Source: an optimization exercise on an open RTL-to-GDS flow (aim: small area). Production flows keep margins and buffers that such runs may drop.
In this exercise RTL edits were held to simulation tests only and were not proved equivalent to the original.
No activity file was given, so power comes from the tool's default toggle rates.

<file path="design/flow/design.v">
module modbus_slave (
    input  wire        clk,
    input  wire        rst,            
    input  wire [7:0]  slave_addr,     
    input  wire [9:0]  t35_interval,   
    input  wire        time_unit,      
    input  wire        rx_valid,       
    input  wire [7:0]  rx_data,
    output wire        rx_en,
    output wire        tx_en,
    output wire        tx_valid,       
    output wire [7:0]  tx_data,
    input  wire        tx_ready,
    output wire        mem_req,        
    output wire        mem_we,
    output wire [15:0] mem_addr,
    output wire [31:0] mem_wdata,
    input  wire        mem_ack,
    input  wire [31:0] mem_rdata
);
    localparam [1:0] S_SIL  = 2'd0,
                     S_WAIT = 2'd1,
                     S_READ = 2'd2,
                     S_SEND = 2'd3;
    localparam [3:0] P_IDLE   = 4'b0000,
                     P_DISP   = 4'b0001,    
                     P_ALIGN  = 4'b0010,    
                     P_HDR    = 4'b0100,    
                     P_RSEND  = 4'b0101,    
                     P_CRC    = 4'b0110,    
                     P_RREQ   = 4'b1000,    
                     P_WSR    = 4'b1001,    
                     P_TAILRD = 4'b1010,    
                     P_WPAIR  = 4'b1011,    
                     P_TAILWR = 4'b1101;    
    localparam integer NB = 118;         
    reg [1:0]  state;
    reg [9:0]  sil_cnt;    
    reg [7:0]  rx_cur;
    reg [7:0]  rx_len;
    reg        rx_ovf;
    reg        addr_ok;
    reg [7:0]  fc;         
    reg [15:0] a_r;        
    reg [15:0] q_r;        
    reg [8*NB-1:0] dch;    
    reg [3:0]  ph;
    reg        exc;        
    reg [15:0] crc;
    reg [2:0]  cnt;        
    wire busy = (ph != P_IDLE);
    assign rx_en = state[0] ^ state[1];
    assign tx_en = state[0] & state[1];
    wire        byte_acc = rx_valid && rx_en;       
    wire        tu       = time_unit && !busy && !byte_acc;
    wire        tick     = tu && (sil_cnt == 10'd1);
    wire        frame_b  = byte_acc && (state == S_WAIT) && (rx_cur != 8'd128);
    wire        fc_rd = (fc == 8'h03) || (fc == 8'h04);
    wire        fc_ws = (fc == 8'h06);
    wire        fc_wm = (fc == 8'h10);
    wire        fc_ok = fc_rd || fc_ws || fc_wm;
    wire        k_rd  = !exc && fc_rd;
    wire        k_ws  = !exc && fc_ws;
    wire        k_wm  = !exc && fc_wm;
    wire [5:0]  lo_sum   = {1'b0, a_r[4:0]} + {1'b0, q_r[5:1]} + {5'd0, q_r[0]};
    wire        range_ok = a_r[15] ? (a_r[14:0] == 15'd0 && lo_sum == 6'd0)
                                   : !(&a_r[14:5] && lo_sum[5] && lo_sum[4:0] != 5'd0);
    wire [7:0]  wmr_need = {q_r[6:0], 1'b1} + 8'd8;       
    wire [7:0]  s117 = dch[8*117 +: 8];
    wire [7:0]  s116 = dch[8*116 +: 8];
    wire [7:0]  s115 = dch[8*115 +: 8];
    wire [7:0]  s114 = dch[8*114 +: 8];
    reg  [7:0]  hdr_byte;
    always @* begin
        case (cnt)
            3'd0: hdr_byte = slave_addr;
            3'd1: hdr_byte = fc;
            3'd2: hdr_byte = exc  ? {6'd0, fc_ok, !fc_ok} :
                             fc_rd ? {q_r[6:0], 1'b0} : a_r[15:8];
            3'd3: hdr_byte = a_r[7:0];
            3'd4: hdr_byte = q_r[15:8];
            default: hdr_byte = q_r[7:0];
        endcase
    end
    assign tx_valid = ph[2] && !ph[3];
    assign tx_data  = (ph == P_HDR)   ? hdr_byte :
                      (ph == P_RSEND) ? dch[7:0] :
                      (ph == P_CRC)   ? crc[7:0] : rx_data;
    wire [7:0]  crc_x   = crc[7:0] ^ tx_data;
    wire        crc_p   = ^crc_x;
    wire [15:0] crc_next = {crc_p, crc_p ^ crc_x[7], crc_x[7:2] ^ crc_x[6:1], crc[15] ^ crc_x[1] ^ crc_x[0],
                            crc[14] ^ crc_x[0], crc[13:9], crc[8] ^ crc_p};
    assign mem_req   = ph[3];
    assign mem_we    = ph[3] && ph[0];
    assign mem_addr  = {1'b1, a_r[14:0]};
    assign mem_wdata = fc_ws ? {16'h0000, q_r} : {s115, s114, s117, s116};
    reg  [7:0]  rd_byte;
    always @* begin
        case (cnt[1:0])
            2'd0: rd_byte = mem_rdata[15:8];
            2'd1: rd_byte = mem_rdata[7:0];
            2'd2: rd_byte = mem_rdata[31:24];
            default: rd_byte = mem_rdata[23:16];
        endcase
    end
    wire hdr_last = (exc || fc_rd) ? (cnt == 3'd2) : (cnt == 3'd5);
    wire rd_ld = (ph == P_RREQ) && mem_ack;
    wire dsh = (frame_b && rx_cur < 8'd125) ||
               (ph == P_ALIGN && rx_len < 8'd125) || rd_ld;
    wire tail_ld = (ph == P_TAILRD) && mem_ack;
    always @(posedge clk) begin
        if (dsh)
            dch <= {dch[8*NB-9:0], busy ? rd_byte : rx_data};
        else if (tail_ld)
            dch[8*114 +: 16] <= mem_rdata[31:16];
    end
    reg fin;
    always @(posedge clk) begin
        fin = 1'b0;
        if (rst) begin
            state   <= S_SIL;
            sil_cnt <= t35_interval;
            rx_cur  <= 8'd0;
            rx_ovf  <= 1'b0;
            ph      <= P_IDLE;
        end else begin
            if (byte_acc) begin
                sil_cnt <= t35_interval;
                if (rx_cur == 8'd128)
                    rx_ovf <= 1'b1;
                else
                    rx_cur <= rx_cur + 8'd1;
            end
            if (frame_b) begin
                crc <= crc_next;
                if (rx_cur == 8'd0) addr_ok <= (rx_data == slave_addr);
                if (rx_cur == 8'd1) fc <= rx_data;
                if (rx_cur < 8'd6) {a_r, q_r} <= {a_r[7:0], q_r, rx_data};
            end
            if (tu) begin
                if (tick) sil_cnt <= t35_interval;
                else      sil_cnt <= sil_cnt - 10'd1;
            end
            if (tick) begin
                case (state)
                    S_SIL: begin
                        crc   <= 16'hFFFF;
                        state <= S_WAIT;
                    end
                    S_WAIT: begin
                        if (rx_cur != 8'd0) begin
                            rx_len <= rx_cur;
                            state  <= S_READ;
                        end
                    end
                    S_READ: begin
                        rx_cur <= 8'd0;
                        state  <= S_SEND;
                    end
                    S_SEND: begin
                        ph <= P_DISP;
                    end
                endcase
            end
            case (ph)
                P_DISP: begin
                    crc <= 16'hFFFF;
                    cnt <= 3'd0;
                    ph  <= P_HDR;
                    if (rx_ovf || rx_len < 8'd4 || crc != 16'h0000 || !addr_ok)
                        fin = 1'b1;
                    else if (!fc_ok)
                        exc <= 1'b1;
                    else if (rx_len < (fc_wm ? 8'd9 : 8'd8))
                        fin = 1'b1;
                    else if (fc_rd)
                        exc <= (q_r > 16'd61 || !range_ok);
                    else if (fc_ws)
                        exc <= a_r[15];
                    else begin
                        exc <= (q_r > 16'd59 || !range_ok);
                        if (q_r <= 16'd59 && range_ok && rx_len < wmr_need)
                            fin = 1'b1;
                    end
                end
                P_ALIGN: begin
                    if (rx_len < 8'd125)
                        rx_len <= rx_len + 8'd1;
                    else if (q_r[5:0] == 6'd0) fin = 1'b1;
                    else if (q_r[5:0] == 6'd1) ph <= P_TAILRD;
                    else                       ph <= P_WPAIR;
                end
                P_HDR: begin
                    if (tx_ready) begin
                        crc <= crc_next;
                        cnt <= cnt + 3'd1;
                        if (hdr_last) begin
                            cnt <= 3'd0;
                            ph  <= (k_rd && q_r[5:0] != 6'd0) ? P_RREQ : P_CRC;
                        end
                    end
                end
                P_RREQ: begin
                    if (mem_ack) ph <= P_RSEND;
                end
                P_RSEND: begin
                    if (tx_ready) begin
                        crc <= crc_next;
                        cnt <= cnt + 3'd1;
                        if (cnt[1:0] == 2'd3) begin
                            q_r[5:1]  <= q_r[5:1] - 5'd1;
                            a_r[14:0] <= a_r[14:0] + 15'd1;
                        end
                        ph <= (cnt[0] && q_r[5:0] == {4'd0, cnt[1], !cnt[1]}) ? P_CRC : P_RREQ;
                    end
                end
                P_CRC: begin
                    if (tx_ready) begin
                        crc <= crc_next;
                        cnt <= cnt + 3'd1;
                        if (cnt[0]) begin
                            if (k_ws)      ph <= P_WSR;
                            else if (k_wm) ph <= P_ALIGN;
                            else                    fin = 1'b1;
                        end
                    end
                end
                P_WSR: begin
                    if (mem_ack) fin = 1'b1;
                end
                P_WPAIR: begin
                    if (mem_ack) begin
                        a_r[14:0] <= a_r[14:0] + 15'd1;
                        q_r[5:1]  <= q_r[5:1] - 5'd1;
                        rx_len    <= 8'd121;
                        ph        <= P_ALIGN;
                    end
                end
                P_TAILRD: begin
                    if (mem_ack) ph <= P_TAILWR;
                end
                P_TAILWR: begin
                    if (mem_ack) fin = 1'b1;
                end
                default: ;
            endcase
            if (fin) begin
                rx_ovf <= 1'b0;
                state  <= S_SIL;
                ph     <= P_IDLE;
            end
        end
    end
endmodule
</file>
<file path="design/flow/flow/run.sh">
#!/bin/bash
# Standard ORFS layout (the standard.sh, standard synthesis unchanged) with two
# changes: port buffers use the smallest buffer cell, and clock tree synthesis uses
# larger sink clusters and inserts no dummy loads.
set -euo pipefail
export BUFFER_PORTS_ARGS="-buffer_cell sky130_fd_sc_hd__buf_1"
export CTS_ARGS="-sink_clustering_enable -repair_clock_nets -dont_use_dummy_load -buf_list sky130_fd_sc_hd__clkbuf_8 -sink_clustering_size 20 -sink_clustering_max_diameter 60"
bash standard.sh > standard_sh.log 2>&1
</file>
<file path="design/flow/standard.sh">
#!/bin/bash
# synth_recipe.tcl (not shown) runs the flow's synth.tcl, then flattens the netlist and writes it again
# the make line also repeats each setting of config.mk as NAME=value (left out here)
make -C /OpenROAD-flow-scripts/flow DESIGN_CONFIG=/design/flow/config.mk WORK_HOME=/design/flow/orfs CLKGATE_MAP_FILE= SYNTH_SCRIPT=/design/flow/synth_recipe.tcl "${@:-finish}"
</file>
<file path="design/flow/config.mk">
export PLATFORM = sky130hd
export DESIGN_NAME = modbus_slave
export DESIGN_NICKNAME = modbus_slave
export VERILOG_FILES = /design/flow/design.v
export SDC_FILE = /design/flow/constraint.sdc
export NUM_CORES = 4
export LEC_CHECK = 0
export CAP_MARGIN = 40
export CORE_MARGIN = 2
export CORE_UTILIZATION = 40
export PLACE_DENSITY = 0.55
export SLEW_MARGIN = 40
</file>
<file path="design/flow/constraint.sdc">
create_clock -name core_clock -period 10.0 [get_ports {clk}]
set_input_delay 2.0000 -clock core_clock [delete_from_list [all_inputs] [get_ports {clk}]]
set_output_delay 2.0000 -clock core_clock [all_outputs]
set_load 0.01 [all_outputs]
</file>
==> summary.md, run 1 <==
| Metric | Value |
|---|---|
| CP max FO | 3 |
| Crit-path leading delay family | compound AO/OA/AOI/OAI gates |
| Vias in the first global route | 15979 |
| Setup CP Type | input port to output pin |
| Area after DPL | 0.03817 mm2 |
| Clk Latency, worst-skew pair | 730 ps |
| Core outline area | 0.08987 mm2 |
| Reg2reg setup slack | 5190 ps |
| Synth area leaders | edfxtp_1, ha_1, mux2_2 |
| Grt total ovfl | 0 |
| Vias per cell | 5.105 |
| First-pass GRT wire length | 94.12 mm |
| Yosys warning count | 1 |
| Crit. End Element | output pin |
| I/O Buffers | 123 |
| Syn_nets | 1918 |
| Post_cts resized | 0 |
| Max-capacitance violation count | 0 |
| Number of cells on the critical path | 9 |
| Status | timing/DRC/antenna clean |
| Slowest CP cell | a21oi_1 |
| Syn Inst Count | 1816 |
| Synth async-reset ratio | 0% |
| Initial DRC count | 1874 |
| CTS tree | built |
| Post-route ant nets | 0 |
| DP HPWL | 35.44 mm |
| #FFs+latches synth | 1038 |
| Power consumption | 0.006786 W |
| Startpoint class of the critical path | input port |
| CTS H-tree depth | 3 |
| Clk root buf | clkbuf_8 |
| Num ports | 125 |
| Achievable Freq | 0.1757 GHz |
| Critical Path AT | 3690 ps |
| Netlist cell types | 86 |
| Reg2reg path depth | 9 |
| # clock sinks | 1038 |
| PwrDens | 172.8 mW/mm2 |
| Worst Path Buf+Inv | 3 |
| Via count | 16081 |
| Final Hold Vio Count | 0 |
| Fillers | 7720 |
| Relative slew margins | 45.48% |
| Std-Cell Rows | 110 |
| Overall routing resource usage | 12.86% |
| Reg2Reg Capture Point | dch[49] |
| Worst hold-check path type | flop to flop |
| Hold_sp | dch[673] |
| Routed WL per cell | 19.30 um |
| CP startpoint | slave_addr[1] |
| Setup Fix Bufs, Post-CTS | 0 |
| Post-route cell area | 0.03928 mm2 |
| Share of cells above drive strength 1 | 8.671% |
| Area growth syn-to-layout | 8.361% |
| Die Y | 305.0 um |
| Worst-Margin Slew | 815.7 ps |
| Worst path required time | 8000 ps |
| Commonest cells in the netlist | edfxtp_1, nor2_1, nand2_1, a21oi_1, clkbuf_1 |
| Most frequent cell after synthesis | edfxtp_1 |
| Crit path time final | 5691 ps |
| Tcrit/Tclk final | 56.91% |
| Chip width | 305.0 um |
| CP max stage delay | 350 ps |
| CTS Hold Buffers Added | 0 |
| Final setup viols | 0 |
| CP Capture Point | tx_data[1] |
| Final Wtd Congestion | 0.8530 |
| Detailed Route WL | 60.79 mm |
| Clk buf depth | 3 |
| Syn avg cell area | 19.96 um2 |
| Clk_skew | 117.6 ps |
| Top cell type's share of synthesized area | 84.76% |
| VDD IR-drop max | 83.50 uV |
| Crit-path cells | buf_1, mux2_1, a222oi_1, nand2_1, a21oi_1, o21ai_0, a21oi_1, inv_1, buf_1 |
| Main synth FF type | edfxtp_1 |
| # DRC | 0 |
| Largest net degree at the start of global routing | 163 |
| Leakage | 10.38 nW |
| Slew Limit Fails | 0 |
| Non-filler cells in the finished layout | 3150 |
| Critical R2R Launch | ph[1] |
| Nets | 2076 |
| Starting Density | 40.33% |
| CTS buffer count | 76 |
| Post-Syn Area | 0.03624 mm2 |
| RSZ-0062 raised after global routing | false |
| First-pass detailed-route iteration total | 7 |
| EDFF count, synth | 1023 |
| Placed cell count | 3070 |
| Largest area contributor in the netlist | edfxtp_1 |
| Initial antenna violation count | 3 |
| Clock-pin slew on the worst setup and hold paths | 110 ps |
| Post-synthesis sequential area ratio | 85.58% |
| Die ar. | 0.09304 mm2 |
-- report_power, final --
group	internal, W	switching [W]	total (W)
Sequential	0.00472	0.0000274	0.00475
Clock	0.000683	0.00121	0.00189
Combinational	0.0000636	0.0000801	0.000144
Total	0.00547	0.00132	0.00679
-- registers in the layout, summed over array words and instances (netlist names), 3 cells and up --
register,cells
a_r,16
cnt,3
crc,16
dch,944
fc,8
ph,4
q_r,16
rx_cur,8
rx_len,8
sil_cnt,10
-- worst register-to-register path: stages, from the launching register on --
cell and delay, ps:
dfxtp_1 660, nand2b_1 200, or3_1 410, nor2_1 370
nor2_1 140, o21a_2 310, clkinvlp_4 610, buf_12 390
buf_16 530, buf_4 750
-- per-layer routing --
| metal | global-route usage (%) | wire length, um | up-vias |
|---|---|---|---|
| met5 | 0 | 0 | - |
| met4 | 4.214 | 1486 | 0 |
| met3 | 3.080 | 3681 | 109 |
| met2 | 17.88 | 25560 | 445 |
| met1 | 19.78 | 30060 | 8182 |
| li1 | - | - | 7345 |
-- how the worst min path moves through the flow --
stage | end | slack, ps | depth (start not counted)
floorplan | dch[100] | 400 | 0
global placement | dch[553] | 400 | 0
detailed placement | dch[169] | 400 | 0
CTS | dch[681] | 350 | 0
global route | dch[681] | 340 | 0
finish | dch[681] | 360 | 0
-- area by class of cell --
type	count	area [um2]	area share, %
inverters	39	150.1	0.3823
clock buffers	76	1046	2.663
repair buffers	144	716.9	1.825
flip-flops and latches	1038	31020	78.98
well taps	1176	1471	3.746
diodes	2	5.005	0.01274
multi-input cells	675	4866	12.39
-- kinds of logic (layout without fill, tap and decap cells) --
logic type | count (synthesis) | after routing | synth area share, %
DFF | 1038 | 1038 | 85.58
and+or+nand+nor | 302 | 302 | 4.222
AOI/OAI and AO/OA | 223 | 223 | 4.377
buffers and inverters | 103 | 259 | 1.270
muxes | 61 | 61 | 1.823
xor gates and xnor gates | 50 | 50 | 1.360
adders and majority gates | 38 | 38 | 1.353
other | 1 | 3 | 0.01035
-- cell usage in the layout (no fill, tap or decap), drive strengths merged, types with 5 or more instances in the layout --
cell and count:
a211o 5, a211oi 22, a21o 21, a21oi 45, a222oi 12, a31oi 10, and2 5, and3 7
buf 144, clkbuf 76, dfxtp 15, edfxtp 1023, ha 36, inv 37, mux2 40, mux2i 21
nand2 75, nand2b 5, nand3 22, nand4 11, nor2 79, nor2b 23, nor3 26, nor4 11
nor4b 5, o211ai 16, o21ai 41, o22ai 10, or3 7, xnor2 28, xor2 20
-- metrics by stage --
step | utilization, % | setup TNS, ps | setup slack, ps | hold slack, ps
2_1_floorplan | - | -6689770 | -7209 | 400.3
3_3_place_gp | 42.40 | 0 | 3958 | 400.6
3_5_place_dp | 42.47 | 0 | 4029 | 404.5
4_1_cts | 43.64 | 0 | 4310 | 345.5
5_1_grt | 43.70 | 0 | 4130 | 345.0
6_report | 43.70 | 0 | 4309 | 358.3
==> run 2: changes to the inputs <==
--- a/design/flow/design.v
+++ b/design/flow/design.v
@@ -19,14 +19,12 @@
     input  wire [31:0] mem_rdata
 );
-    localparam [1:0] S_SIL  = 2'd0,
-                     S_WAIT = 2'd1,
-                     S_READ = 2'd2,
-                     S_SEND = 2'd3;
-    localparam [3:0] P_IDLE   = 4'b0000,
-                     P_DISP   = 4'b0001,    
-                     P_ALIGN  = 4'b0010,    
+    localparam [3:0] S_SIL    = 4'b0000,    
+                     S_WAIT   = 4'b0001,    
+                     S_READ   = 4'b0011,    
+                     S_SEND   = 4'b0010,    
                      P_HDR    = 4'b0100,    
                      P_RSEND  = 4'b0101,    
                      P_CRC    = 4'b0110,    
+                     P_ALIGN  = 4'b0111,    
                      P_RREQ   = 4'b1000,    
                      P_WSR    = 4'b1001,    
@@ -35,5 +33,5 @@
                      P_TAILWR = 4'b1101;    
     localparam integer NB = 118;         
-    reg [1:0]  state;
+    reg [3:0]  st;
     reg [9:0]  sil_cnt;    
     reg [7:0]  rx_cur;
@@ -45,15 +43,14 @@
     reg [15:0] q_r;        
     reg [8*NB-1:0] dch;    
-    reg [3:0]  ph;
     reg        exc;        
     reg [15:0] crc;
     reg [2:0]  cnt;        
-    wire busy = (ph != P_IDLE);
-    assign rx_en = state[0] ^ state[1];
-    assign tx_en = state[0] & state[1];
+    wire busy = st[3] | st[2];               
+    assign rx_en = !busy && st[0];
+    assign tx_en = busy || (st[1] && !st[0]);
     wire        byte_acc = rx_valid && rx_en;       
     wire        tu       = time_unit && !busy && !byte_acc;
     wire        tick     = tu && (sil_cnt == 10'd1);
-    wire        frame_b  = byte_acc && (state == S_WAIT) && (rx_cur != 8'd128);
+    wire        frame_b  = byte_acc && !st[1] && (rx_cur != 8'd128);
     wire        fc_rd = (fc == 8'h03) || (fc == 8'h04);
     wire        fc_ws = (fc == 8'h06);
@@ -83,14 +80,14 @@
         endcase
     end
-    assign tx_valid = ph[2] && !ph[3];
-    assign tx_data  = (ph == P_HDR)   ? hdr_byte :
-                      (ph == P_RSEND) ? dch[7:0] :
-                      (ph == P_CRC)   ? crc[7:0] : rx_data;
+    assign tx_valid = st[2] && !st[3] && !(st[1] && st[0]);
+    assign tx_data  = (st == P_HDR)   ? hdr_byte :
+                      (st == P_RSEND) ? dch[7:0] :
+                      (st == P_CRC)   ? crc[7:0] : rx_data;
     wire [7:0]  crc_x   = crc[7:0] ^ tx_data;
     wire        crc_p   = ^crc_x;
     wire [15:0] crc_next = {crc_p, crc_p ^ crc_x[7], crc_x[7:2] ^ crc_x[6:1], crc[15] ^ crc_x[1] ^ crc_x[0],
                             crc[14] ^ crc_x[0], crc[13:9], crc[8] ^ crc_p};
-    assign mem_req   = ph[3];
-    assign mem_we    = ph[3] && ph[0];
+    assign mem_req   = st[3];
+    assign mem_we    = st[3] && st[0];
     assign mem_addr  = {1'b1, a_r[14:0]};
     assign mem_wdata = fc_ws ? {16'h0000, q_r} : {s115, s114, s117, s116};
@@ -105,8 +102,8 @@
     end
     wire hdr_last = (exc || fc_rd) ? (cnt == 3'd2) : (cnt == 3'd5);
-    wire rd_ld = (ph == P_RREQ) && mem_ack;
+    wire rd_ld = (st == P_RREQ) && mem_ack;
     wire dsh = (frame_b && rx_cur < 8'd125) ||
-               (ph == P_ALIGN && rx_len < 8'd125) || rd_ld;
-    wire tail_ld = (ph == P_TAILRD) && mem_ack;
+               (st == P_ALIGN && rx_len < 8'd125) || rd_ld;
+    wire tail_ld = (st == P_TAILRD) && mem_ack;
     always @(posedge clk) begin
         if (dsh)
@@ -119,9 +116,8 @@
         fin = 1'b0;
         if (rst) begin
-            state   <= S_SIL;
+            st      <= S_SIL;
             sil_cnt <= t35_interval;
             rx_cur  <= 8'd0;
             rx_ovf  <= 1'b0;
-            ph      <= P_IDLE;
         end else begin
             if (byte_acc) begin
@@ -142,30 +138,21 @@
                 else      sil_cnt <= sil_cnt - 10'd1;
             end
-            if (tick) begin
-                case (state)
-                    S_SIL: begin
-                        crc   <= 16'hFFFF;
-                        state <= S_WAIT;
-                    end
-                    S_WAIT: begin
-                        if (rx_cur != 8'd0) begin
-                            rx_len <= rx_cur;
-                            state  <= S_READ;
-                        end
-                    end
-                    S_READ: begin
-                        rx_cur <= 8'd0;
-                        state  <= S_SEND;
-                    end
-                    S_SEND: begin
-                        ph <= P_DISP;
-                    end
-                endcase
-            end
-            case (ph)
-                P_DISP: begin
+            case (st)
+                S_SIL: if (tick) begin
+                    crc <= 16'hFFFF;
+                    st  <= S_WAIT;
+                end
+                S_WAIT: if (tick && rx_cur != 8'd0) begin
+                    rx_len <= rx_cur;
+                    st     <= S_READ;
+                end
+                S_READ: if (tick) begin
+                    rx_cur <= 8'd0;
+                    st     <= S_SEND;
+                end
+                S_SEND: if (tick) begin
                     crc <= 16'hFFFF;
                     cnt <= 3'd0;
-                    ph  <= P_HDR;
+                    st  <= P_HDR;
                     if (rx_ovf || rx_len < 8'd4 || crc != 16'h0000 || !addr_ok)
                         fin = 1'b1;
@@ -188,6 +175,6 @@
                         rx_len <= rx_len + 8'd1;
                     else if (q_r[5:0] == 6'd0) fin = 1'b1;
-                    else if (q_r[5:0] == 6'd1) ph <= P_TAILRD;
-                    else                       ph <= P_WPAIR;
+                    else if (q_r[5:0] == 6'd1) st <= P_TAILRD;
+                    else                       st <= P_WPAIR;
                 end
                 P_HDR: begin
@@ -197,10 +184,10 @@
                         if (hdr_last) begin
                             cnt <= 3'd0;
-                            ph  <= (k_rd && q_r[5:0] != 6'd0) ? P_RREQ : P_CRC;
+                            st  <= (k_rd && q_r[5:0] != 6'd0) ? P_RREQ : P_CRC;
                         end
                     end
                 end
                 P_RREQ: begin
-                    if (mem_ack) ph <= P_RSEND;
+                    if (mem_ack) st <= P_RSEND;
                 end
                 P_RSEND: begin
@@ -212,5 +199,5 @@
                             a_r[14:0] <= a_r[14:0] + 15'd1;
                         end
-                        ph <= (cnt[0] && q_r[5:0] == {4'd0, cnt[1], !cnt[1]}) ? P_CRC : P_RREQ;
+                        st <= (cnt[0] && q_r[5:0] == {4'd0, cnt[1], !cnt[1]}) ? P_CRC : P_RREQ;
                     end
                 end
@@ -220,6 +207,6 @@
                         cnt <= cnt + 3'd1;
                         if (cnt[0]) begin
-                            if (k_ws)      ph <= P_WSR;
-                            else if (k_wm) ph <= P_ALIGN;
+                            if (k_ws)      st <= P_WSR;
+                            else if (k_wm) st <= P_ALIGN;
                             else                    fin = 1'b1;
                         end
@@ -234,9 +221,9 @@
                         q_r[5:1]  <= q_r[5:1] - 5'd1;
                         rx_len    <= 8'd121;
-                        ph        <= P_ALIGN;
+                        st        <= P_ALIGN;
                     end
                 end
                 P_TAILRD: begin
-                    if (mem_ack) ph <= P_TAILWR;
+                    if (mem_ack) st <= P_TAILWR;
                 end
                 P_TAILWR: begin
@@ -247,6 +234,5 @@
             if (fin) begin
                 rx_ovf <= 1'b0;
-                state  <= S_SIL;
-                ph     <= P_IDLE;
+                st     <= S_SIL;
             end
         end
==> run 2 against run 1 <==
Net effect:
- final cell count is 0.16% lower
- via count is 0.18% higher
- utilization is 0.13 points lower
- sequential share of layout area is 0.37 points higher
- combinational power is 9.7% lower
- die area is 0.54% lower
- critical path depth is 1 lower
- register-to-register slack better by 130 ps
- wire length is 7.0% higher
- largest power group unchanged
- first-iteration DRC count is 3.4% higher
- final area is 0.60% lower
- global-route usage is 0.98 points higher
==> summary.md, run 2 <==
| Metric | Value |
|---|---|
| Status | timing/DRC/antenna clean |
| Share of cells above drive strength 1 | 7.935% (-0.74 points) |
| Reg2reg path depth | 11 (+2) |
| Most frequent cell after synthesis | edfxtp_1 |
| Yosys warning count | 1 (unchanged) |
| RSZ-0062 raised after global routing | false |
| EDFF count, synth | 1023 (unchanged) |
| Slowest CP cell | ha_1 |
| PwrDens | 172.6 mW/mm2 (about the same) |
| Synth area leaders | edfxtp_1, ha_1, mux2_2 |
| Overall routing resource usage | 13.84% (+0.98 points) |
| Fillers | 7680 (-0.52%) |
| Max-capacitance violation count | 0 (unchanged) |
| Reg2reg setup slack | 5320 ps (+130 ps) |
| Final Hold Vio Count | 0 (unchanged) |
| Vias per cell | 5.122 (+0.34%) |
| Std-Cell Rows | 110 (unchanged) |
| Worst Path Buf+Inv | 3 (unchanged) |
| Netlist cell types | 83 (-3.5%) |
| Multi-input logic area | 0.004682 mm2 (-3.8%) |
| Nets | 2065 (-0.53%) |
| Reg2Reg Capture Point | crc[15] |
| # clock sinks | 1036 (-0.19%) |
| Number of cells on the critical path | 8 (-1) |
| Switching part of the total | 19.25% (-0.17 points) |
| Net switching power | 0.001297 W (-1.6%) |
| Starting Density | 40.23% (-0.095 points) |
| Commonest cells in the netlist | edfxtp_1, nand2_1, nor2_1, o21ai_0, clkbuf_1 |
| Crit. End Element | output pin |
| Post-layout util | 43.57% (-0.13 points) |
| Core outline area | 0.08960 mm2 (-0.31%) |
| Worst path required time | 8000 ps (about the same) |
| Critical R2R Launch | cnt[0] |
| Seq pwr share | 70.3% (+0.3 points) |
| #FFs+latches synth | 1036 (-0.19%) |
| Post-Syn Area | 0.03605 mm2 (-0.54%) |
| First-pass detailed-route iteration total | 5 (-2) |
| Vias in the first global route | 15645 (-2.1%) |
| Post-route cell area | 0.03904 mm2 (-0.60%) |
| Worst-Margin Slew | 896.4 ps (+80.71 ps) |
| Commonest non-fill, non-tap cell in the layout | edfxtp_1 |
| Final Wtd Congestion | 0.8880 (+4.1%) |
| Sequential Area | 0.03098 mm2 (-0.13%) |
| Largest area contributor in the netlist | edfxtp_1 |
| Relative slew margins | 39.43% (-6.1 points) |
| Power consumption | 0.006739 W (-0.69%) |
| Detailed Route WL | 65.08 mm (+7.0%) |
| Syn avg cell area | 19.87 um2 (-0.43%) |
| Biggest register | dch |
| Achievable Freq | 0.1737 GHz (-1.2%) |
| Tcrit/Tclk final | 57.58% (+0.67 points) |
| Crit-path cells | inv_1, ha_1, or3_1, a21o_1, o211ai_1, a211oi_2, inv_1, buf_1 |
| CTS buffer count | 75 (-1.3%) |
| CP most frequent cell | inv_1 |
| Post_cts resized | 0 (unchanged) |
| Initial antenna violation count | 5 (+2) |
| CP max FO | 15 (+12) |
| Post-route ant nets | 0 (unchanged) |
| Syn_nets | 1911 (-0.36%) |
| Placed cell count | 3065 (-0.16%) |
| CP startpoint | cnt[0] |
| # DRC | 0 (unchanged) |
| CTS Hold Buffers Added | 0 (unchanged) |
| Setup CP Type | flop to output pin |
| Clk Latency, worst-skew pair | 680 ps (-50 ps) |
| Worst hold-check path type | flop to flop |
| Non-filler cells in the finished layout | 3145 (-0.16%) |
| Slew Limit Fails | 0 (unchanged) |
| Initial DRC count | 1937 (+3.4%) |
| Routed WL per cell | 20.69 um (+7.2%) |
| Clk buf depth | 3 (unchanged) |
| Final setup viols | 0 (unchanged) |
| Clock-pin slew on the worst setup and hold paths | 110 ps (about the same) |
| Startpoint class of the critical path | flop |
| Grt total ovfl | 0 (unchanged) |
| Largest register FFs | 944 (unchanged) |
| Area growth syn-to-layout | 8.299% (about the same) |
| Most frequent cells in the layout | edfxtp_1, buf_1, nand2_1 |
| Top cell type's share of synthesized area | 85.22% (+0.46 points) |
| Crit-path leading delay family | compound AO/OA/AOI/OAI gates |
| Die Y | 304.2 um (-0.27%) |
| Post-synthesis sequential area ratio | 85.94% (+0.36 points) |
| Fraction of power consumed by combinational cells | 1.9% (-0.2 points) |
| First-pass GRT wire length | 98.28 mm (+4.4%) |
| Syn Inst Count | 1814 (-0.11%) |
| VDD IR-drop max | 93.73 uV (+12%) |
| Largest net degree at the start of global routing | 116 (-29%) |
| Clk root buf | clkbuf_8 |
| Setup Fix Bufs, Post-CTS | 0 (unchanged) |
| Via count | 16110 (+0.18%) |
| Crit path time final | 5758 ps (+66.50 ps) |
| Clock power share | 27.8% (about the same) |
| Critical Path AT | 3760 ps (+70 ps) |
| CP max stage delay | 660 ps (+310 ps) |
| I/O Buffers | 123 (unchanged) |
| CP Capture Point | tx_data[3] |
| DP HPWL | 39.24 mm (+11%) |
| CTS H-tree depth | 3 (unchanged) |
| Main synth FF type | edfxtp_1 |
| Area after DPL | 0.03796 mm2 (-0.56%) |
| Num ports | 125 (unchanged) |
| Clk_skew | 87.57 ps (-30.06 ps) |
| CTS tree | built |
| Leakage | 10.27 nW (-1.1%) |
| Synth async-reset ratio | 0% (unchanged) |
| Chip width | 304.2 um (-0.27%) |
| P_int | 0.005442 W (-0.49%) |
| Die ar. | 0.09254 mm2 (-0.54%) |
| Setup TNS | 0 ps (unchanged) |
run 2: cell types whose count changed in the layout (fill, tap and decap cells not counted), sizes merged, moves of 9 or more:
cell,change
and2,+23
nand3,+19
o21ai,+19
a21oi,-15
mux2i,-15
nand2,+14
nor2b,-14
nor2,-10
nor3,-9
run 2: routing by layer:
layer	GRT usage [%]	routed length, um
met3	3.357	4476
met5	0	34
met1	21.55	31980
met2	18.80	26860
met4	4.836	1728
run 2: power by group through the flow:
stage / sequential (W) / clock, W / combinational [W]
2_1_floorplan: 0.00482 / 0 / 0.0000883
3_5_place_dp: 0.00484 / 0 / 0.000129
6_report: 0.00474 / 0.00187 / 0.000130
5_1_grt: 0.00474 / 0.00213 / 0.000143
4_1_cts: 0.00474 / 0.00199 / 0.000130
3_3_place_gp: 0.00483 / 0 / 0.000125
run 2: worst min path at each step:
| stage | startpoint | to | cells after the start |
|---|---|---|---|
| after detailed placement | dch[133] | dch[141] | 0 |
| final | dch[708] | dch[716] | 0 |
| after global routing | dch[708] | dch[716] | 0 |
| after global placement | dch[680] | dch[688] | 0 |
| after CTS | dch[708] | dch[716] | 0 |
| after floorplan | dch[92] | dch[100] | 0 |
run 2: cell type report:
class | instances | share of cell area [%]
Sequential cell | 1036 | 79.35
Clock buffer | 75 | 2.644
Tap cell | 1176 | 3.769
Timing Repair Buffer | 146 | 1.926
Inverter | 30 | 0.2949
Antenna cell | 3 | 0.01923
Multi-Input combinational cell | 679 | 11.99
run 2: cells by family (layout without fill, tap and decap cells):
| logic type | count (synthesis) | in the layout | share of synthesized area [%] |
|---|---|---|---|
| xor gates and xnor gates | 54 | 54 | 1.520 |
| DFF | 1036 | 1036 | 85.94 |
| buffers and inverters | 99 | 251 | 1.211 |
| and+or+nand+nor | 327 | 327 | 4.589 |
| AOI/OAI and AO/OA | 221 | 221 | 4.224 |
| other | 1 | 4 | 0.01040 |
| muxes | 42 | 42 | 1.291 |
| adders and majority gates | 34 | 34 | 1.215 |
run 2: per-stage QoR:
| stage | hold slack [ps] | worst slack [ps] |
|---|---|---|
| CTS | 364.3 | 4134 |
| global route | 377.0 | 4058 |
| floorplan | 400.3 | 2291 |
| finish | 364.6 | 4242 |
| detailed placement | 404.5 | 4416 |
| global placement | 400.2 | 4479 |
run 2: worst reg2reg max path, cell delays in order, from the launching register on:
cell      delay (ps)
edfxtp_1         510
inv_1            160
ha_1             660
or3_1            230
a21o_1           480
o211ai_1         280
a211oi_2         570
xnor2_1          270
xnor3_1          490
xor3_1           430
xor2_1           220
o211ai_2          80
==> run 3: changes to the inputs <==
--- a/design/flow/config.mk
+++ b/design/flow/config.mk
@@ -6,7 +6,8 @@
 export NUM_CORES = 4
 export LEC_CHECK = 0
-export CAP_MARGIN = 40
+export CAP_MARGIN = 10
 export CORE_MARGIN = 2
 export CORE_UTILIZATION = 40
+export GPL_TIMING_DRIVEN = 0
 export PLACE_DENSITY = 0.55
-export SLEW_MARGIN = 40
+export SLEW_MARGIN = 10
==> run 3 against run 2 <==
Net effect:
- combinational power increased by 8%
- critical endpoint is now dch[921]
- highest routed layer unchanged
- synthesized cell count is the same
- largest power group unchanged
- sequential share of layout area fell by 0.39 points
==> summary.md, run 3 <==
| Metric | Value |
|---|---|
| #FFs+latches synth | 1036 (unchanged) |
| Crit-path cells | buf_1, nand3_1, nor3_1, o21ai_0, nand3_1, clkbuf_16, buf_16, buf_16, mux2_2 |
| Routed WL per cell | 21.18 um (+2.3%) |
| # DRC | 0 (unchanged) |
| Post-synthesis sequential area ratio | 85.94% (unchanged) |
| Hold_sp | dch[81] |
| Clk Latency, worst-skew pair | 700 ps (+20 ps) |
| CP max FO | 183 (+168) |
| DP HPWL | 41.72 mm (+6.3%) |
| Share of cells above drive strength 1 | 7.532% (-0.40 points) |
| Relative slew margins | 20.12% (-19 points) |
| Post-Syn Area | 0.03605 mm2 (unchanged) |
| Synth async-reset ratio | 0% (unchanged) |
| Largest area contributor in the netlist | edfxtp_1 |
| Starting Density | 40.23% (unchanged) |
| Setup Fix Bufs, Post-CTS | 0 (unchanged) |
| Worst-Margin Slew | 1191 ps (+294.7 ps) |
| Main synth FF type | edfxtp_1 |
| CTS buffer count | 75 (unchanged) |
| Setup CP Type | input port to flop |
| Non-filler cells in the finished layout | 3198 (+1.7%) |
| Num ports | 125 (unchanged) |
| Area growth syn-to-layout | 8.837% |
| Yosys warning count | 1 (unchanged) |
| CTS tree | built |
| Top cell type's share of synthesized area | 85.22% (unchanged) |
| Slew Limit Fails | 0 (unchanged) |
| # clock sinks | 1036 (unchanged) |
| PwrDens | 172.5 mW/mm2 (about the same) |
| Commonest cells in the netlist | edfxtp_1, nand2_1, nor2_1, o21ai_0, clkbuf_1 |
| CTS Hold Buffers Added | 0 (unchanged) |
| Final setup viols | 0 (unchanged) |
| Biggest register | dch |
| Largest register FFs | 944 (unchanged) |
| Final Hold Vio Count | 0 (unchanged) |
| Clk_skew | 99.66 ps (+12.09 ps) |
| Placed cell count | 3119 (+1.8%) |
| Initial antenna violation count | 10 (+5) |
| Most frequent cells in the layout | edfxtp_1, buf_1, nand2_1 |
| Critical R2R Launch | st[0] |
| Post_cts resized | 0 (unchanged) |
| Die ar. | 0.09254 mm2 (unchanged) |
| Largest net degree at the start of global routing | 184 (+59%) |
| Critical Path AT | 6380 ps (+2620 ps) |
| Worst path required time | 10380 ps (+2380 ps) |
| Seq pwr share | 69.9% (-0.4 points) |
| Achievable Freq | 0.1664 GHz (-4.2%) |
| Setup TNS | 0 ps (unchanged) |
| Chip width | 304.2 um (unchanged) |
| First-pass detailed-route iteration total | 7 (+2) |
| Tcrit/Tclk final | 60.09% (+2.5 points) |
| Final Wtd Congestion | 0.8957 (+0.87%) |
| WHS Path Cells | 0 (unchanged) |
| Slowest CP cell | nand3_1 |
| Synth area leaders | edfxtp_1, ha_1, mux2_2 |
| Max-capacitance violation count | 0 (unchanged) |
| Worst hold-check path type | flop to flop |
| Startpoint class of the critical path | input port |
| Nets | 2117 (+2.5%) |
| Netlist cell types | 83 (unchanged) |
| Leakage | 10.33 nW (+0.63%) |
| CTS H-tree depth | 3 (unchanged) |
| Power consumption | 0.006770 W (+0.45%) |
| CP max stage delay | 820 ps (+160 ps) |
| Most frequent cell after synthesis | edfxtp_1 |
| Clk buf depth | 3 (unchanged) |
| RSZ-0062 raised after global routing | false |
| Core outline area | 0.08960 mm2 (unchanged) |
| Overall routing resource usage | 14.34% (+0.51 points) |
| Net switching power | 0.001323 W (+2.0%) |
| Commonest non-fill, non-tap cell in the layout | edfxtp_1 |
| EDFF count, synth | 1023 (unchanged) |
| Reg2reg path depth | 10 (-1) |
| Clk root buf | clkbuf_8 |
| Initial DRC count | 1951 (+0.72%) |
| Crit. End Element | flop |
| P_int | 0.005447 W (about the same) |
| First-pass GRT wire length | 100.6 mm (+2.4%) |
| Syn avg cell area | 19.87 um2 (unchanged) |
| Fraction of power consumed by combinational cells | 2.1% (+0.2 points) |
| Crit path time final | 6009 ps (+250.8 ps) |
| Status | timing/DRC/antenna clean |
| Syn_nets | 1911 (unchanged) |
| I/O Buffers | 122 (-0.81%) |
| Grt total ovfl | 0 (unchanged) |
| Clock power share | 28.0% (+0.2 points) |
| Vias per cell | 5.145 (+0.45%) |
| Worst Hold Path EP | dch[89] |
| Die Y | 304.2 um (unchanged) |
| Vias in the first global route | 15806 (+1.0%) |
| Switching part of the total | 19.54% (+0.29 points) |
| Via count | 16455 (+2.1%) |
| Reg2Reg Capture Point | dch[921] |
| Post-route ant nets | 0 (unchanged) |
| Reg2reg setup slack | 4330 ps (-990 ps) |
| Std-Cell Rows | 110 (unchanged) |
| VDD IR-drop max | 86.43 uV (-7.8%) |
| Clock-pin slew on the worst setup and hold paths | 110 ps (about the same) |
| Syn Inst Count | 1814 (unchanged) |
| Detailed Route WL | 67.73 mm (+4.1%) |
## run 3: logic make-up (layout without fill, tap and decap cells)
logic type / Yosys count / count (layout) / synth area share, %
adders and majority gates: 34 / 34 / 1.215
and+or+nand+nor: 327 / 327 / 4.589
xor gates and xnor gates: 54 / 54 / 1.520
DFF: 1036 / 1036 / 85.94
buffers and inverters: 99 / 303 / 1.211
muxes: 42 / 42 / 1.291
AOI/OAI and AO/OA: 221 / 221 / 4.224
other: 1 / 5 / 0.01040
## run 3: critical path: cells and delay by family
family          cells  cell delay (ps)
buf+inv             4             1880
simple gates        3             1580
mux                 1              460
compound gates      1              220
## run 3: final cells by class
class / count / area (um2)
Antenna cell: 4 / 10.01
Buffer: 69 / 345.3
Clock buffer: 75 / 1032
Fill cell: 7664 / 50360
Inverter: 30 / 112.6
Multi-Input combinational cell: 679 / 4639
Sequential cell: 1036 / 30980
Tap cell: 1176 / 1471
Timing Repair Buffer: 129 / 643.1
## run 3: through the flow
stage / hold WS (ps) / util [%] / worst slack (ps) / instance area, um2
floorplan: 400.3 / - / 2291 / 36060
global placement: 404.8 / 42.40 / -346.1 / 37990
detailed placement: 404.5 / 42.62 / 3265 / 38190
CTS: 357.9 / 43.77 / 3995 / 39220
global route: 366.1 / 43.78 / 3781 / 39230
finish: 370.7 / 43.79 / 3991 / 39230
## run 3: metal layers
layer / track usage [%] / routed length, um / vias to the layer above / part of all wire (%)
met5: 0 / 60 / - / 0.089
met4: 4.628 / 2029 / 8 / 3.0
met3: 3.204 / 4276 / 132 / 6.3
met2: 19.73 / 28060 / 441 / 41
met1: 22.45 / 33300 / 8456 / 49
li1: - / - / 7418 / -
## run 3: power groups by stage
stage	registers, W	logic (W)	clock network (W)
after floorplan	0.00482	0.0000883	0
after global placement	0.00483	0.000138	0
after detailed placement	0.00483	0.000140	0
after CTS	0.00473	0.000141	0.00201
after global routing	0.00474	0.000153	0.00215
final	0.00474	0.000141	0.00189
## run 3: how the worst max path moves through the flow
stage                  start  endpoint  cells past startpoint
floorplan           rx_valid  dch[912]                      6
global placement    rx_valid  dch[918]                      7
detailed placement  rx_valid  dch[921]                      9
CTS                 rx_valid  dch[921]                      9
global route        rx_valid  dch[925]                      9
finish              rx_valid  dch[921]                      9
==> run 4: changes to the inputs <==
--- a/design/flow/config.mk
+++ b/design/flow/config.mk
@@ -9,5 +9,4 @@
 export CORE_MARGIN = 2
 export CORE_UTILIZATION = 40
-export GPL_TIMING_DRIVEN = 0
 export PLACE_DENSITY = 0.55
 export SLEW_MARGIN = 10
==> run 4 against run 3 <==
Net effect:
- non-clock buffer count decreased by 57
- setup slack improved by 210 ps
- die area stayed put
- register-to-register slack better by 1000 ps
- sequential power about the same
- still clean
- final area is 0.77% lower
- total power up 0.15%
- synthesized area did not move
- clock power about the same
==> summary.md, run 4 <==
| Metric | Value |
|---|---|
| Vias per cell | 5.132 (-0.27%) |
| Post-Synth XOR/XNOR Area | 1.520% (unchanged) |
| Seq pwr share | 69.9% (about the same) |
| Top cell type's share of synthesized area | 85.22% (unchanged) |
| Largest register FFs | 944 (unchanged) |
| Clk_skew | 74.52 ps (-25.14 ps) |
| Post-route ant nets | 0 (unchanged) |
| Final setup viols | 0 (unchanged) |
| DP HPWL | 38.80 mm (-7.0%) |
| I/O Buffers | 123 (+0.82%) |
| Crit. End Element | output pin |
| Mux contribution to synthesized area | 1.291% (unchanged) |
| P_int | 0.005467 W (+0.37%) |
| Initial antenna violation count | 6 (-4) |
| Net switching power | 0.001312 W (-0.78%) |
| Final Hold Vio Count | 0 (unchanged) |
| Synth Area in Compound Gates | 4.224% (unchanged) |
| Setup CP Type | flop to output pin |
| Std-Cell Rows | 110 (unchanged) |
| Leakage | 10.24 nW (-0.95%) |
| WHS Path Cells | 0 (unchanged) |
| Biggest register | dch |
| #FFs+latches synth | 1036 (unchanged) |
| Reg2reg path depth | 10 (unchanged) |
| Netlist cell types | 83 (unchanged) |
| Grt total ovfl | 0 (unchanged) |
| Crit path time final | 5797 ps (-211.1 ps) |
| Switching part of the total | 19.36% (-0.18 points) |
| # clock sinks | 1036 (unchanged) |
| CTS H-tree depth | 3 (unchanged) |
| Final Wtd Congestion | 0.8880 (-0.86%) |
| Largest net degree at the start of global routing | 201 (+9.2%) |
| Clock-pin slew on the worst setup and hold paths | 110 ps (about the same) |
| Clock power share | 28.2% (+0.2 points) |
| First-pass GRT wire length | 98.65 mm (-1.9%) |
| Worst hold-check path type | flop to flop |
| Most frequent cells in the layout | edfxtp_1, buf_1, nand2_1 |
| Share of cells above drive strength 1 | 7.536% (about the same) |
| Busiest layer in global routing | met1 |
| Met3 Usage GRT | 3.392% (+0.19 points) |
| Syn_nets | 1911 (unchanged) |
| VDD IR-drop max | 88.36 uV (+2.2%) |
| Overall routing resource usage | 13.90% (-0.44 points) |
| Most frequent cell after synthesis | edfxtp_1 |
| Startpoint class of the critical path | flop |
| CTS buffer count | 78 (+4.0%) |
| Multi-input logic area | 0.004652 mm2 (+0.27%) |
| Commonest cells in the netlist | edfxtp_1, nand2_1, nor2_1, o21ai_0, clkbuf_1 |
| Post-synthesis simple-gate area fraction | 4.589% (unchanged) |
| Post-synthesis sequential area ratio | 85.94% (unchanged) |
| Starting Density | 40.23% (unchanged) |
| Critical Path AT | 3800 ps (-2580 ps) |
| Via count | 16129 (-2.0%) |
| Synth async-reset ratio | 0% (unchanged) |
| Clk buf depth | 3 (unchanged) |
| Slew Limit Fails | 0 (unchanged) |
| Nets | 2063 (-2.6%) |
| Chip width | 304.2 um (unchanged) |
| Die Y | 304.2 um (unchanged) |
| Die ar. | 0.09254 mm2 (unchanged) |
| Routed WL per cell | 20.78 um (-1.9%) |
| Status | timing/DRC/antenna clean |
| Worst Setup Slack, final | 4203 ps (+211.1 ps) |
| Largest area contributor in the netlist | edfxtp_1 |
| CP max FO | 13 (-93%) |
| Vias in the first global route | 15744 (-0.39%) |
| CP max stage delay | 780 ps (-40 ps) |
| Clk Latency, worst-skew pair | 670 ps (-30 ps) |
| EDFF count, synth | 1023 (unchanged) |
| Main combinational cell family by area after synthesis | simple AND/OR/NAND/NOR gates |
| Fraction of power consumed by combinational cells | 1.9% (-0.2 points) |
| Syn Inst Count | 1814 (unchanged) |
| Fillers | 7714 (+0.65%) |
| Initial DRC count | 1777 (-8.9%) |
| Worst-Margin Slew | 1156 ps (-34.64 ps) |
| Place WS | 4464 ps (+1199 ps) |
| Worst path required time | 8000 ps (-2380 ps) |
| M2 GR Usage | 18.49% (-1.2 points) |
| Setup Fix Bufs, Post-CTS | 0 (unchanged) |
| Clk root buf | clkbuf_8 |
| Post-Syn Area | 0.03605 mm2 (unchanged) |
| Detailed Route WL | 65.31 mm (-3.6%) |
| Post_cts resized | 0 (unchanged) |
| Main synth FF type | edfxtp_1 |
| RSZ-0062 raised after global routing | false |
| PwrDens | 174.1 mW/mm2 (+0.93%) |
| Sequential Area | 0.03098 mm2 (unchanged) |
| Setup TNS | 0 ps (unchanged) |
| Core outline area | 0.08960 mm2 (unchanged) |
| Syn avg cell area | 19.87 um2 (unchanged) |
| First-pass detailed-route iteration total | 5 (-2) |
| CTS tree | built |
| Area growth syn-to-layout | 7.997% |
| Non-filler cells in the finished layout | 3143 (-1.7%) |
| Grt met1 use | 21.78% (-0.67 points) |
| Crit-path cells | or4_4, a211oi_4, mux2_1, a221oi_1, o21a_1, inv_1, buf_1 |
| Fraction of the mapped netlist area in adder cells | 1.215% (unchanged) |
| Tcrit/Tclk final | 57.97% (-2.1 points) |
| Num ports | 125 (unchanged) |
| Achievable Freq | 0.1725 GHz (+3.6%) |
| Yosys warning count | 1 (unchanged) |
| # DRC | 0 (unchanged) |
| Slowest CP cell | a211oi_4 |
| CTS Hold Buffers Added | 0 (unchanged) |
| Relative slew margins | 22.44% (+2.3 points) |
| Max-capacitance violation count | 0 (unchanged) |
| Placed cell count | 3062 (-1.8%) |
| Commonest non-fill, non-tap cell in the layout | edfxtp_1 |
| Synth area leaders | edfxtp_1, ha_1, mux2_2 |
==> run 4: final timing paths <==
| kind | from | endpoint | slack, ps |
|---|---|---|---|
| min | dch[119] | dch[127] | 360 |
| max | fc[3] | tx_data[1] | 4200 |
| min reg2reg | dch[119] | dch[127] | 360 |
| max reg2reg | cnt[0] | crc[15] | 5330 |
==> run 4: per-stage QoR <==
step | cell area [um2] | util, % | power (W) | hold slack (ps)
6_report | 38930 | 43.45 | 0.006780 | 360.4
5_1_grt | 38930 | 43.45 | 0.007057 | 358.7
4_1_cts | 38920 | 43.44 | 0.006902 | 360.3
3_5_place_dp | 37850 | 42.24 | 0.004964 | 404.5
3_3_place_gp | 37850 | 42.24 | 0.004960 | 400.2
2_1_floorplan | 36060 | - | 0.004911 | 400.3
==> run 4: power groups by stage <==
| stage | Clock (W) | Sequential (W) | Combinational, W |
|---|---|---|---|
| floorplan | 0 | 0.00482 | 0.0000883 |
| finish | 0.00191 | 0.00474 | 0.000129 |
| detailed placement | 0 | 0.00484 | 0.000128 |
| CTS | 0.00204 | 0.00474 | 0.000129 |
| global route | 0.00218 | 0.00474 | 0.000142 |
| global placement | 0 | 0.00483 | 0.000125 |
==> run 4: cell type report <==
type | count | share of cell area, %
flip-flops and latches | 1036 | 79.58
multi-input cells | 679 | 11.95
well taps | 1176 | 3.780
clock buffers | 78 | 2.758
repair buffers | 141 | 1.629
inverters | 30 | 0.2892
diodes | 3 | 0.01928
==> run 4: worst max-delay path: cells and delay by family (launching register included) <==
| kind | cells | cell delay (ps) |
|---|---|---|
| DFF | 1 | 420 |
| buffers and inverters | 2 | 200 |
| and+or+nand+nor | 1 | 590 |
| AOI/OAI and AO/OA | 3 | 1560 |
| muxes | 1 | 390 |
==> run 4: kinds of logic (layout without fill, tap and decap cells) <==
group                      Yosys count  count (layout)
DFF                               1036            1036
and+or+nand+nor                    327             327
AOI/OAI and AO/OA                  221             221
buffers and inverters               99             249
xor gates and xnor gates            54              54
muxes                               42              42
adders and majority gates           34              34
other                                1               4
==> run 4: routing by layer <==
| metal | vias to the layer above | part of all wire, % |
|---|---|---|
| met5 | - | 0.061 |
| met4 | 6 | 3.1 |
| met3 | 132 | 7.8 |
| met2 | 473 | 41 |
| met1 | 8219 | 48 |
| li1 | 7299 | - |
==> run 5: changes to the inputs <==
--- a/design/flow/config.mk
+++ b/design/flow/config.mk
@@ -8,5 +8,5 @@
 export CAP_MARGIN = 10
 export CORE_MARGIN = 2
-export CORE_UTILIZATION = 40
-export PLACE_DENSITY = 0.55
+export CORE_UTILIZATION = 60
+export PLACE_DENSITY = 0.8
 export SLEW_MARGIN = 10
==> run 5 against run 4 <==
Net effect:
- total power fell by 2.6%
- clock-buffer cell count fell by 11
- synthesized area did not move
- sequential power barely moved
- via count rose by 0.96%
- maximum frequency rose by 1.3%
- register-to-register slack improved by 170 ps
- final area fell by 1.7%
- clock power fell by 9%
- sequential cell count did not move
- first-iteration DRC count rose by 14%
- critical path type unchanged
- critical endpoint unchanged
- largest cell class unchanged
==> summary.md, run 5 <==
| Metric | Value |
|---|---|
| Achievable Freq | 0.1747 GHz (+1.3%) |
| # DRC | 0 (unchanged) |
| Most frequent cell after synthesis | edfxtp_1 |
| Commonest non-fill, non-tap cell in the layout | edfxtp_1 |
| Post_cts resized | 0 (unchanged) |
| Setup CP Type | flop to output pin |
| Critical Path AT | 3720 ps (-80 ps) |
| Final Hold Vio Count | 0 (unchanged) |
| Initial DRC count | 2025 (+14%) |
| RSZ-0062 raised after global routing | false |
| First-pass GRT wire length | 94.03 mm (-4.7%) |
| Main synth FF type | edfxtp_1 |
| DP HPWL | 38.32 mm (-1.2%) |
| Tcrit/Tclk final | 57.23% (-0.75 points) |
| Crit-path leading delay family | compound AO/OA/AOI/OAI gates |
| Core outline area | 0.05924 mm2 (-34%) |
| Sequential Area | 0.03098 mm2 (unchanged) |
| PwrDens | 172.6 mW/mm2 (-0.90%) |
| Synth area leaders | edfxtp_1, ha_1, mux2_2 |
| WHS | 365.6 ps (+5.207 ps) |
| Relative slew margins | 23.69% (+1.2 points) |
| Max-capacitance violation count | 0 (unchanged) |
| Post-Syn Area | 0.03605 mm2 (unchanged) |
| Setup Fix Bufs, Post-CTS | 0 (unchanged) |
| Startpoint class of the critical path | flop |
| Power consumption | 0.006604 W (-2.6%) |
| Initial antenna violation count | 4 (-2) |
| Overall routing resource usage | 20.06% (+6.2 points) |
| Crit. End Element | output pin |
| Final setup viols | 0 (unchanged) |
| Chip width | 249.1 um (-18%) |
| Biggest register | dch |
| Crit path time final | 5723 ps (-74.69 ps) |
| Leakage | 10.16 nW (-0.79%) |
| Clk_skew | 72.86 ps (-1.659 ps) |
| Nets | 2052 (-0.53%) |
| Crit-path cells | or4_4, a211oi_4, mux2_1, a221oi_1, o21a_1, inv_1, buf_1 |
| Largest net degree at the start of global routing | 212 (+5.5%) |
| Area growth syn-to-layout | 6.158% |
| First-pass detailed-route iteration total | 6 (+1) |
| Largest register FFs | 944 (unchanged) |
| Vias per cell | 5.971 (+16%) |
| Slew Limit Fails | 0 (unchanged) |
| Commonest cells in the netlist | edfxtp_1, nand2_1, nor2_1, o21ai_0, clkbuf_1 |
| Via count | 16284 (+0.96%) |
| CP max stage delay | 760 ps (-20 ps) |
| Syn_nets | 1911 (unchanged) |
| Worst-Margin Slew | 1137 ps (-19.39 ps) |
| CTS tree | built |
| CTS Hold Buffers Added | 0 (unchanged) |
| Clk buf depth | 3 (unchanged) |
| Fillers | 3794 (-51%) |
| Share of cells above drive strength 1 | 7.015% (-0.52 points) |
| Die ar. | 0.06206 mm2 (-33%) |
| Num ports | 125 (unchanged) |
| CTS H-tree depth | 3 (unchanged) |
| Final Wtd Congestion | 0.9377 (+5.6%) |
| Post-route ant nets | 0 (unchanged) |
| CP max FO | 13 (unchanged) |
| Clk Latency, worst-skew pair | 660 ps (about the same) |
| Status | timing/DRC/antenna clean |
| # clock sinks | 1036 (unchanged) |
| Synth async-reset ratio | 0% (unchanged) |
| Setup TNS | 0 ps (unchanged) |
| Detailed Route WL | 62.97 mm (-3.6%) |
| Worst Path Buf+Inv | 2 (unchanged) |
| Post-layout util | 64.60% (+21 points) |
| CTS buffer count | 67 (-14%) |
| Grt total ovfl | 0 (unchanged) |
| Largest area contributor in the netlist | edfxtp_1 |
| Vias in the first global route | 15625 (-0.76%) |
| Worst path required time | 8000 ps (about the same) |
| Clock-pin slew on the worst setup and hold paths | 100 ps (about the same) |
| #FFs+latches synth | 1036 (unchanged) |
| Syn Inst Count | 1814 (unchanged) |
| Slowest CP cell | a211oi_4 |
| EDFF count, synth | 1023 (unchanged) |
| Yosys warning count | 1 (unchanged) |
| Most frequent cells in the layout | edfxtp_1, buf_1, nand2_1 |
| Post-synthesis sequential area ratio | 85.94% (unchanged) |
| Netlist cell types | 83 (unchanged) |
| Clk root buf | clkbuf_8 |
| Syn avg cell area | 19.87 um2 (unchanged) |
| Routed WL per cell | 23.09 um (+11%) |
| Multi-input logic area | 0.004658 mm2 (+0.13%) |
| I/O Buffers | 123 (unchanged) |
| Starting Density | 60.85% (+21 points) |
| Die Y | 249.1 um (-18%) |
| Worst hold-check path type | flop to flop |
| VDD IR-drop max | 136.4 uV (+54%) |
| Std-Cell Rows | 89 (-19%) |
| Top cell type's share of synthesized area | 85.22% (unchanged) |
==> run 5: cell counts after synthesis <==
Identical to the previous run, type by type.
==> run 5: layout make-up <==
class | count | share of cell area, %
multi-input cells | 679 | 12.17
inverters | 30 | 0.2943
well taps | 773 | 2.527
flip-flops and latches | 1036 | 80.95
clock buffers | 67 | 2.410
diodes | 1 | 0.006539
repair buffers | 141 | 1.635
==> run 5: cell families (layout without fill, tap and decap cells) <==
family	count (synthesis)	in the layout	synth area share [%]
and+or+nand+nor	327	327	4.589
AOI/OAI and AO/OA	221	221	4.224
adders and majority gates	34	34	1.215
xor gates and xnor gates	54	54	1.520
muxes	42	42	1.291
other	1	2	0.01040
DFF	1036	1036	85.94
buffers and inverters	99	238	1.211
==> run 5: power by group <==
| part | switching, W | internal (W) | leakage (nW) | total [W] |
|---|---|---|---|---|
| clock network | 0.00113 | 0.000607 | 0.482 | 0.00174 |
| logic | 0.0000711 | 0.0000541 | 2.10 | 0.000125 |
| registers | 0.0000254 | 0.00471 | 7.57 | 0.00474 |
| total | 0.00123 | 0.00537 | 10.2 | 0.00660 |
==> run 5: metal layers <==
| metal | routed length, um | track usage, % |
|---|---|---|
| met1 | 28780 | 31.41 |
| met2 | 27650 | 28.88 |
| met3 | 4749 | 3.647 |
| met4 | 1780 | 6.988 |
| met5 | 13 | 0 |
==> run 5: stage by stage <==
stage,instance area [um2],cells,setup slack [ps]
floorplan,36060,1814,2291
global placement,37340,2659,4453
detailed placement,37340,2659,4400
CTS,38260,2726,4290
global route,38270,2727,4202
finish,38270,2727,4277
==> run 5: final timing paths <==
path / startpoint / to / slack, ps / cells after the start
worst max register to register: st[2] / dch[754] / 5500 / 6
worst max-delay path: fc[3] / tx_data[1] / 4280 / 7
worst min-delay path: dch[403] / dch[411] / 370 / 0
worst min register to register: dch[403] / dch[411] / 370 / 0
==> run 6: changes to the inputs <==
--- a/design/flow/config.mk
+++ b/design/flow/config.mk
@@ -6,7 +6,7 @@
 export NUM_CORES = 4
 export LEC_CHECK = 0
-export CAP_MARGIN = 10
+export CAP_MARGIN = 0
 export CORE_MARGIN = 2
 export CORE_UTILIZATION = 60
 export PLACE_DENSITY = 0.8
-export SLEW_MARGIN = 10
+export SLEW_MARGIN = 0
==> run 6 against run 5 <==
Net effect:
- still clean on timing, DRC and antenna
- sequential share of layout area is essentially flat
- first-iteration DRC count is essentially flat
- combinational power hardly changed
- setup slack got worse by 1.2 ps
- clock skew hardly changed
- highest routed layer unchanged
==> summary.md, run 6 <==
| Metric | Value |
|---|---|
| Largest net degree at the start of global routing | 212 (unchanged) |
| RSZ-0062 raised after global routing | false |
| Non-filler cells in the finished layout | 2728 (+0.037%) |
| Std-Cell Rows | 89 (unchanged) |
| Synth async-reset ratio | 0% (unchanged) |
| # clock sinks | 1036 (unchanged) |
| CTS tree | built |
| Netlist cell types | 83 (unchanged) |
| Syn_nets | 1911 (unchanged) |
| Reg2Reg Capture Point | dch[754] |
| Routed WL per cell | 23.07 um (about the same) |
| Num ports | 125 (unchanged) |
| Die Y | 249.1 um (unchanged) |
| Commonest non-fill, non-tap cell in the layout | edfxtp_1 |
| Crit path time final | 5724 ps (+1.160 ps) |
| Syn Inst Count | 1814 (unchanged) |
| Reg2reg setup slack | 5500 ps (about the same) |
| Startpoint class of the critical path | flop |
| Tcrit/Tclk final | 57.24% (about the same) |
| Post_cts resized | 0 (unchanged) |
| Share of cells above drive strength 1 | 7.015% (unchanged) |
| CP Capture Point | tx_data[1] |
| Worst-Margin Slew | 1245 ps (+107.9 ps) |
| Final Wtd Congestion | 0.9377 (unchanged) |
| Synth area leaders | edfxtp_1, ha_1, mux2_2 |
| Clk buf depth | 3 (unchanged) |
| Clk Latency, worst-skew pair | 660 ps (about the same) |
| Max-capacitance violation count | 0 (unchanged) |
| EDFF count, synth | 1023 (unchanged) |
| Syn avg cell area | 19.87 um2 (unchanged) |
| Relative slew margins | 17.01% (-6.7 points) |
| Top cell type's share of synthesized area | 85.22% (unchanged) |
| Nets | 2052 (unchanged) |
| Slew Limit Fails | 0 (unchanged) |
| WHS | 365.8 ps (+0.1230 ps) |
| Critical Path AT | 3720 ps (about the same) |
| #FFs+latches synth | 1036 (unchanged) |
| Area growth syn-to-layout | 6.154% (about the same) |
| Setup Fix Bufs, Post-CTS | 0 (unchanged) |
| Core outline area | 0.05924 mm2 (unchanged) |
| Placed cell count | 2659 (unchanged) |
| Worst path required time | 8000 ps (about the same) |
| Main synth FF type | edfxtp_1 |
| Biggest register | dch |
| VDD IR-drop max | 136.4 uV (unchanged) |
| Worst hold-check path type | flop to flop |
| Worst Setup Slack, final | 4276 ps (-1.160 ps) |
| Setup TNS | 0 ps (unchanged) |
| DP HPWL | 38.32 mm (unchanged) |
| Clk root buf | clkbuf_8 |
| CP max FO | 13 (unchanged) |
| Initial DRC count | 2027 (+0.099%) |
| Chip width | 249.1 um (unchanged) |
| CTS H-tree depth | 3 (unchanged) |
| Crit. End Element | output pin |
| Leakage | 10.15 nW (about the same) |
| Post-synthesis sequential area ratio | 85.94% (unchanged) |
| Commonest cells in the netlist | edfxtp_1, nand2_1, nor2_1, o21ai_0, clkbuf_1 |
| Status | timing/DRC/antenna clean |
| I/O Buffers | 123 (unchanged) |
| Clk_skew | 73.13 ps (+0.2735 ps) |
| Largest area contributor in the netlist | edfxtp_1 |
| Detailed Route WL | 62.94 mm (about the same) |
| # DRC | 0 (unchanged) |
| Largest register FFs | 944 (unchanged) |
| First-pass GRT wire length | 94.03 mm (unchanged) |
| Vias per cell | 5.962 (-0.15%) |
| Place WS | 4400 ps (unchanged) |
| Overall routing resource usage | 20.06% (unchanged) |
| CP startpoint | fc[3] |
| Post-Syn Area | 0.03605 mm2 (unchanged) |
| Clock-pin slew on the worst setup and hold paths | 100 ps (about the same) |
| CTS Hold Buffers Added | 0 (unchanged) |
| Die ar. | 0.06206 mm2 (unchanged) |
| PwrDens | 172.6 mW/mm2 (about the same) |
| First-pass detailed-route iteration total | 6 (unchanged) |
| Starting Density | 60.85% (unchanged) |
| Yosys warning count | 1 (unchanged) |
| Critical R2R Launch | st[2] |
| CTS buffer count | 67 (unchanged) |
| Most frequent cells in the layout | edfxtp_1, buf_1, nand2_1 |
| Via count | 16265 (-0.12%) |
| Post-route ant nets | 0 (unchanged) |
| Reg2reg path depth | 6 (unchanged) |
| Achievable Freq | 0.1747 GHz (about the same) |
| Grt total ovfl | 0 (unchanged) |
| Most frequent cell after synthesis | edfxtp_1 |
| Vias in the first global route | 15625 (unchanged) |
| Final Hold Vio Count | 0 (unchanged) |
| Initial antenna violation count | 4 (unchanged) |
| Setup CP Type | flop to output pin |
| Final setup viols | 0 (unchanged) |
[run 6: cell types whose count changed in the layout (fill, tap and decap cells not counted)]
| cell | change |
|---|---|
| buf_6 | -1 |
| diode_2 | +1 |
| buf_4 | +1 |
[run 6: metrics by stage]
stage	util [%]	power [W]	area, um2
after global placement	63.03	0.004953	37340
after floorplan	-	0.004911	36060
after detailed placement	63.03	0.004958	37340
final	64.59	0.006603	38270
after CTS	64.59	0.006677	38260
after global routing	64.59	0.006831	38260
[run 6: cell families after synthesis]
group / count (synthesis) / share of synthesized area, %
AND/OR/NAND/NOR: 327 / 4.589
XOR/XNOR: 54 / 1.520
flip-flops: 1036 / 85.94
multiplexers: 42 / 1.291
adder cells (fa/ha/maj): 34 / 1.215
buffers and inverters: 99 / 1.211
AO/OA/AOI/OAI: 221 / 4.224
other: 1 / 0.01040
[run 6: how the worst min path moves through the flow]
| stage | cells after the start | end | from |
|---|---|---|---|
| global placement | 0 | dch[905] | dch[897] |
| finish | 0 | dch[411] | dch[403] |
| floorplan | 0 | dch[100] | dch[92] |
| detailed placement | 0 | dch[147] | dch[139] |
| CTS | 0 | dch[329] | dch[321] |
| global route | 0 | dch[329] | dch[321] |
[run 6: final cells by class]
cell class                 instances  area [um2]
clock buffer                      67       922.1
multi-input combinational        679        4658
sequential                      1036       30980
inverter                          30       112.6
fill                            3794       20980
tap                              773       967.2
timing repair buffer             141       621.8
antenna                            2       5.005
[run 6: layer usage]
layer	wire (um)	share of wire (%)	global-route usage (%)	vias to the layer above
met1	28790	46	31.41	8198
met2	27650	44	28.88	663
met5	13	0.021	0	-
li1	-	-	-	7277
met4	1798	2.9	6.988	2
met3	4686	7.4	3.647	125
[run 6: worst max-delay path, stage by stage, from the launching register on]
cell,delay [ps]
edfxtp_1,470
or4_4,600
a211oi_4,750
mux2_1,390
a221oi_1,280
o21a_1,310
inv_1,150
buf_1,160
[run 6: report_power, final]
group	internal [W]	switching, W
combinational	0.0000540	0.0000711
sequential	0.00471	0.0000254
clock	0.000607	0.00113
total	0.00537	0.00123

-- afterwards: timing with drivers on the ports --
No port has a modelled driver above. Below, the same layouts with a new extraction and two added sets of constraints.
Step 1: set_driving_cell puts a clkbuf_16 on clk and a buf_2 on each other input, an assumption about the parent block.
Step 2 times the ports against the registers' clock, not the clock port: input delays grow and output delays shrink by t, the midpoint of the rising clock arrivals with the driver on.
Three values: no drivers, after step 1, after step 2; two values: the first two.
| run | t, ns | setup slack, ns | worst setup path after step 2 | slew at the worst register clock pin (ns) | cell pins on the clock port's net |
|---|---|---|---|---|---|
| run 1 | 0.721 | 4.309 / 4.280 / 4.052 | input to register | 0.12 / 0.12 | 1 |
| run 2 | 0.700 | 4.242 / 4.184 / 4.361 | input to output | 0.12 / 0.12 | 1 |
| run 3 | 0.707 | 3.991 / 4.019 / 3.313 | input to register | 0.12 / 0.12 | 1 |
| run 4 | 0.698 | 4.203 / 4.144 / 4.334 | input to output | 0.12 / 0.12 | 1 |
| run 5 | 0.689 | 4.277 / 4.218 / 4.379 | input to output | 0.11 / 0.11 | 1 |
| run 6 | 0.689 | 4.276 / 4.217 / 4.386 | input to output | 0.11 / 0.11 | 1 |
After both steps setup and hold are still met in every run listed. The setup slack of run 3, which loses most, moves by +0.028 ns with the drivers and by -0.678 ns with both steps.
